Background: an optimization exercise with open tools, aiming at small area, a short achievable clock period and few clock cycles. Do not read the settings as production practice. At most, simulation tests tie the RTL to the original design; equivalence was not proved. Power is estimated from default activity; no workload was simulated.

## run A
==> flow/design.v (excerpt) <==
module lpr_tune #(
    parameter [6:0] CFG_BASE_NOTE = 7'd24,
    parameter [6:0] CFG_PB_RANGE  = 7'd1,
    parameter       CFG_ZONE      = 1'b0,
    parameter [6:0] CFG_NUMCH     = 7'd15
) (
    input  wire        clk,
    input  wire        rst,
    input  wire        cmd_valid,
    input  wire [31:0] cmd,
    output wire        cmd_ready,
    output reg         resp_valid,
    output reg  [63:0] resp
);
Size: about 2000 cells after synthesis, ~230 flip-flops, ~0.014 mm^2 of cells after synthesis.
==> flow/config.mk <==
export PLATFORM = sky130hd
export DESIGN_NAME = lpr_tune
export DESIGN_NICKNAME = lpr_tune
export VERILOG_FILES = /design/flow/design.v
export SDC_FILE = /design/flow/constraint.sdc
export NUM_CORES = 4
export LEC_CHECK = 0
export ABC_AREA = 1
export CAP_MARGIN = 20
export CORE_MARGIN = 2
export CORE_UTILIZATION = 40
export CTS_CLUSTER_DIAMETER = 150
export CTS_CLUSTER_SIZE = 24
export SLEW_MARGIN = 20
==> flow/constraint.sdc <==
create_clock -name core_clock -period 10.0 [get_ports {clk}]
set_input_delay 2.0000 -clock core_clock [delete_from_list [all_inputs] [get_ports {clk}]]
set_output_delay 2.0000 -clock core_clock [all_outputs]
set_load 0.01 [all_outputs]
standard.sh (not shown) runs the stock make flow with config.mk's settings and CLKGATE_MAP_FILE= SYNTH_SCRIPT=/design/flow/synth_recipe.tcl, a recipe that flattens the netlist after the stock synthesis.
==> flow/flow/run.sh <==
#!/bin/bash
set -o pipefail
export BUFFER_PORTS_ARGS="-buffer_cell sky130_fd_sc_hd__buf_2"
export SETUP_SLACK_MARGIN=7.3
bash standard.sh > standard.log 2>&1
status=$?
tail -n 40 standard.log
exit $status
Testbench counts of run A, summed over its fixed seeds: cycles 2,592.
For run B, these inputs were changed with respect to run A:
- changing CORE_UTILIZATION from 40 to 60
--- a/flow/flow/run.sh
+++ b/flow/flow/run.sh
@@ -4 +4 @@
-export SETUP_SLACK_MARGIN=7.3
+export SETUP_SLACK_MARGIN=6.8
Results
Delta (run B minus run A): total design power fell by 5.7%; post-cts repair resize count fell by 68; post-route fraction of the period consumed by the critical path rose by 1.3 points; total placed cells including tap cells fell by about 6%.
Changes observed in run B relative to run A: fraction of standard cell area in multi-input logic rose 2.2 points, die outline height shrank by about 18%, final critical-path required period moved up, boundary pin count level.
The following lists how run C was set up differently from run B:
- CORE_UTILIZATION now 40, was 60
==> comparison <==
- Run C against run B; met3 wire length is down by more than a quarter.
- Run C against run B: count of input and output buffers shows no meaningful change; per-cell via count in the routed design shows a reduction of 11%; total number of vias shows a reduction of about 6%.
- When run C is set beside run B, its number of filler cells placed in the layout turns out to be 1724 larger.

========
## lane 1
lpr_tune, a different RTL version from the one above (not shown whole).
Size: roughly 2100 cells after synthesis, about 15000 um2 of cells after synthesis.
clock: 10.0 ns
lec_check: 0
abc_area: 1
cap_margin: 20
core_margin: 2
core_utilization: 40
slew_margin: 20
==> flow/flow/run.sh <==
#!/bin/bash
set -o pipefail
export BUFFER_PORTS_ARGS="-buffer_cell sky130_fd_sc_hd__buf_2"
bash standard.sh > standard.log 2>&1
status=$?
tail -n 40 standard.log
exit $status
Lane 1: full flow OK, the timing, design-rule and antenna checks passed
Input changes introduced in lane 2 (baseline for comparison: lane 1):
diff --git a/flow/flow/run.sh b/flow/flow/run.sh
--- a/flow/flow/run.sh
+++ b/flow/flow/run.sh
@@ -3,2 +3,3 @@
 export BUFFER_PORTS_ARGS="-buffer_cell sky130_fd_sc_hd__buf_2"
+export SETUP_SLACK_MARGIN=6.8
 bash standard.sh > standard.log 2>&1
- Lane 2 ends up with a wire length after detailed routing that is 1.5% higher than in lane 1.
- On via count of the first global-routing pass, lane 1 tracks lane 2 almost exactly.
- Lane 2 vs. lane 1: critical path depth went down by 11.
- Compared with lane 1, in lane 2 highest clock frequency the design can meet grew by 28%; measured slew at the worst slew-check pin shrank by 0.0071 ns; final area grew by 1.9%; final core utilization grew by 0.89 points.
- Clock power share (lane 2 over lane 1): decrease, 0.3 points
- Global-route track usage on met2 in lane 2 is 0.22 points higher than in lane 1
No run of this note included a check of the RTL's function; only the layout flow was run.

[separate check: timing with driven ports]
The flow's constraints put no driver on any port. The routed layouts listed below were extracted and timed again, unchanged, in two steps.
Step 1 assumes that a clkbuf_16 drives the clock port and a buf_2 every other input.
Step 2 times the ports against the registers' clock, not the clock port: input delays grow and output delays shrink by t, the midpoint of the rising clock arrivals with the driver on.
Three values: ideal, step 1, step 2; two values: the first two.
| run | shift t [ns] | setup WS [ns] | latest minus earliest clock arrival (ns) |
|---|---|---|---|
| run A | 0.532 | 7.060 / 7.004 / 7.061 | 0.039 / 0.039 |
| run B | 0.518 | 6.933 / 6.933 / 6.933 | 0.027 / 0.027 |
| run C | 0.534 | 6.935 / 6.935 / 6.935 | 0.022 / 0.021 |
| lane 1 | 0.597 | 6.070 / 6.070 / 6.070 | 0.012 / 0.013 |
| lane 2 | 0.595 | 6.923 / 6.923 / 6.923 | 0.012 / 0.011 |
After both steps every run listed still meets setup and hold.
